This is an optimization exercise on Yosys and OpenROAD, whose aim is small area, a short achievable clock period and few clock cycles per item, not a production implementation.
Where RTL was checked, it was by simulation tests only, not by an equivalence proof against the original.
Power figures rest on the tool's default switching activity, not on a simulated workload.

==> flow/design.v (excerpt) <==
module wordcodec (
    input  wire        clk,
    input  wire        rst,         
    input  wire        reg_we,
    input  wire [5:0]  reg_addr,
    input  wire [31:0] reg_wdata,
    output reg  [31:0] reg_rdata,
    output wire        mem_req,
    output wire        mem_we,
    output wire [31:0] mem_addr,
    output wire [7:0]  mem_wdata,
    input  wire        mem_ready,
    input  wire [7:0]  mem_rdata,
    input  wire        mem_err
);
Size in the first run: about 5700 cells after synthesis, about 1700 flip-flops, about 130 I/O pins, ~78000 um2 of cells after synthesis.
==> flow/config.mk <==
export PLATFORM = sky130hd
export DESIGN_NAME = wordcodec
export DESIGN_NICKNAME = wordcodec
export VERILOG_FILES = /design/flow/design.v
export SDC_FILE = /design/flow/constraint.sdc
export NUM_CORES = 4
export LEC_CHECK = 0
export CAP_MARGIN = 20
export CORE_MARGIN = 2
export CORE_UTILIZATION = 60
export CTS_CLUSTER_DIAMETER = 80
export CTS_CLUSTER_SIZE = 25
export SETUP_SLACK_MARGIN = 5
export SLEW_MARGIN = 20
==> flow/constraint.sdc <==
create_clock -name core_clock -period 12.0 [get_ports {clk}]
set_input_delay 2.4000 -clock core_clock [delete_from_list [all_inputs] [get_ports {clk}]]
set_output_delay 2.4000 -clock core_clock [all_outputs]
set_load 0.01 [all_outputs]
run.sh (not shown) runs the stock make flow with config.mk's settings and CLKGATE_MAP_FILE= SYNTH_SCRIPT=/design/flow/synth_recipe.tcl, a recipe that flattens the netlist after the stock synthesis.
Testbench counts at the start, summed over its fixed seeds: cycles 73,658, bytes 33,832.
Next try:
--- a/flow/design.v
+++ b/flow/design.v
@@ -180,24 +180,24 @@
     wire        in_read  = (phase == P_READ);
     wire        in_write = (phase == P_WRITE);
     wire [1:0]  pos      = cnt[1:0];
     reg         fpend;             
     reg  [6:0]  obm1_r;            
     reg  [6:0]  nbm1_r;            
-    reg         lastw_q;
     reg  [1:0]  fpos;              
     wire [6:0]  div_rs   = {nbytes[5:0], data_left[31]};
     wire [6:0]  div_d    = is_dec ? 7'd64 : 7'd60;
     wire        div_ge   = (div_rs >= div_d);
     wire [6:0]  div_rem  = div_ge ? (div_rs - div_d) : div_rs;
     wire        rd_last  = (cnt == nbm1_r);
     wire        wdone    = (pos == 2'd3) | rd_last;
-    wire [4:0]  wnext    = cnt[6:2] + 5'd1;
+    wire        rd_lastw = final_c & (cnt[6:2] == nbm1_r[6:2]);
     wire        slot0    = is_dec & (widx == 4'd15);      
     wire [31:0] ftail    = fq[32*14 +: 32];
-    wire [1:0]  bsel     = lastw_q ? pos : pos - 2'd1;
+    wire        olast    = final_c & (cnt[6:2] == obm1_r[6:2]);
+    wire [1:0]  bsel     = (in_read ? rd_lastw : olast) ? pos : pos - 2'd1;
     wire [31:0] kword    = key_flat[32*kidx +: 32];
     wire [7:0]  kbyte    = kword[8*bsel +: 8];
     wire [7:0]  rd_byte  = mem_rdata ^ (is_dec ? kbyte : 8'd0);
     wire [1:0]  rd_lane  = is_dec ? bsel : pos;
     reg  [31:0] fmask;
     always @(*) begin
@@ -384,18 +384,12 @@
             hb_new <= rot_out;
         fpend <= done_w & !rst;
         if (chunk_go) begin
             obm1_r <= su_dec ? (su_nb - 7'd5) : (su_nb + 7'd3);
             nbm1_r <= su_nb - 7'd1;
         end
-        if (chunk_go)
-            lastw_q <= su_final & (su_nb <= 7'd4);
-        else if (rd_end)
-            lastw_q <= final_c & (obm1_r[6:2] == 5'd0);
-        else if (done_w | (wr_acc & (pos == 2'd3)))
-            lastw_q <= final_c & (wnext == (in_read ? nbm1_r[6:2] : obm1_r[6:2]));
         if (done_w)
             fpos <= pos;
         if (start_go | rd_end | next_ck | rd_acc | wr_acc)
             addr_a <= start_go ? src_addr : (rd_end | next_ck) ? addr_b : a_inc;
         if (start_go | rd_end | next_ck)
             addr_b <= start_go ? dst_addr : a_inc;
Result: The new run finished clean. Via count climbs by 2.3%. Wire length rose by 3.3%. First-iteration DRC count climbs by 2.9%. Power rises by 19%. Area after synthesis went up by 0.60%. Clock-buffer cell count increases by 1.
Only the layout flow was run in the second run of this note; the RTL was not checked for function there.

== JK ==
Another version of the RTL of wordcodec (not shown whole).
Size: ~5600 cells after synthesis, ~1700 flip-flops, ~130 I/O pins, roughly 78000 sq um of cells after synthesis.
Settings: LEC_CHECK=0, CAP_MARGIN=20, CORE_MARGIN=2, CORE_UTILIZATION=50, CTS_CLUSTER_DIAMETER=80, CTS_CLUSTER_SIZE=25, SETUP_SLACK_MARGIN=5, SLEW_MARGIN=20; clock period 12.0 ns.
Testbench counts of JK, summed over its fixed seeds: cycles 73,658, bytes 33,832.
Modified inputs, AL compared to JK
-- flow/design.v --
<<< JK, line 99
        end
    endgenerate
    always @(*) begin
        case (reg_addr)
            A_ID:      reg_rdata = 32'h57434443;
            A_PARAM:   reg_rdata = ROT;
            A_CHUNK:   reg_rdata = CW;
            A_KMAX:    reg_rdata = KMAX;
            A_STATUS:  reg_rdata = status;
            A_KEYLEN:  reg_rdata = {27'd0, key_len};
            A_KEYIDX:  reg_rdata = key_idx;
            A_SRC:     reg_rdata = src_addr;
            A_DST:     reg_rdata = dst_addr;
            A_INLEN:   reg_rdata = in_len;
            A_OPA:     reg_rdata = opa;
            A_OPB:     reg_rdata = opb;
            A_RESULT:  reg_rdata = result;
            A_CKSACC:  reg_rdata = cks_acc;
            A_CKSSTEP: reg_rdata = cks_step;
            A_DLEFT:   reg_rdata = data_left;
            A_INCNT:   reg_rdata = in_count;
            A_OUTCNT:  reg_rdata = out_count;
            A_PLAIN:   reg_rdata = plain_len;
            A_CHIDX:   reg_rdata = {5'd0, chunk_idx};
            A_HB:      reg_rdata = hb_acc;
            A_HA:      reg_rdata = ha_acc;
            A_SEED:    reg_rdata = SEED;
            default:   reg_rdata = 32'd0;
        endcase
    end
>>> AL, line 99
        end
    endgenerate
    function [31:0] sel4;
        input [1:0]  s;
        input [31:0] a, b, c, d;
        sel4 = s[1] ? (s[0] ? d : c) : (s[0] ? b : a);
    endfunction
    wire [1:0]  ra_lo = reg_addr[1:0];
    wire [31:0] rg0 = sel4(ra_lo, 32'h57434443, ROT, CW, KMAX);
    wire [31:0] rg1 = sel4(ra_lo, 32'd0, status, {27'd0, key_len}, key_idx);
    wire [31:0] rg2 = sel4(ra_lo, 32'd0, src_addr, dst_addr, in_len);
    wire [31:0] rg3 = sel4(ra_lo, opa, opb, result, cks_acc);
    wire [31:0] rg4 = sel4(ra_lo, cks_step, data_left, in_count, out_count);
    wire [31:0] rg5 = sel4(ra_lo, plain_len, {5'd0, chunk_idx}, hb_acc, ha_acc);
    wire [31:0] rg6 = (ra_lo == 2'd0) ? SEED : 32'd0;
    always @(*) begin
        case (reg_addr[5:2])
            4'd0:    reg_rdata = rg0;
            4'd1:    reg_rdata = rg1;
            4'd2:    reg_rdata = rg2;
            4'd3:    reg_rdata = rg3;
            4'd4:    reg_rdata = rg4;
            4'd5:    reg_rdata = rg5;
            4'd6:    reg_rdata = rg6;
            default: reg_rdata = 32'd0;
        endcase
    end
Notes after the runs:
Compared with JK, AL shows a higher area added between synthesis and finish. Cmp AL vs JK: largest stage delay on the critical path higher in AL. Global-route usage, AL and JK: larger value in JK. AL and JK ended up with roughly the same wire length per cell after detailed routing. Looking at area of the die, AL sits about 2.2% higher than JK does.
For AL, only the layout was checked, not whether the RTL still works.

[re-timing with driven ports]
In the flow no input, the clock included, has a driving cell. The finished layouts below were timed again as built, in two steps.
Step 1 sets driving cells, clkbuf_16 on the clock port and buf_2 on the other inputs (assumed; they add their load-dependent delay and slew).
Step 2 also shifts input and output timing later by t, the mid clock arrival at the registers, as if the neighbouring blocks saw the same clock.
Three values: ideal, step 1, step 2; two values: the first two.
run	t, ns	slack for setup (ns)	hold slack, ns	worst register clock-pin slew, ns
the first run of note 1	0.830	4.993 / 4.913 / 4.278	0.407 / 0.407 / 0.407	0.11 / 0.11
the second run of note 1	0.824	4.833 / 4.768 / 4.450	0.404 / 0.404 / 0.404	0.11 / 0.11
JK	0.849	4.800 / 4.685 / 4.341	0.419 / 0.419 / 0.419	0.11 / 0.11
AL	0.842	4.874 / 4.734 / 4.296	0.414 / 0.414 / 0.414	0.10 / 0.10
After both steps every run listed still meets setup and hold. The setup slack of the first run of note 1, which loses most, moves by -0.080 ns with the drivers and by -0.715 ns with both steps.
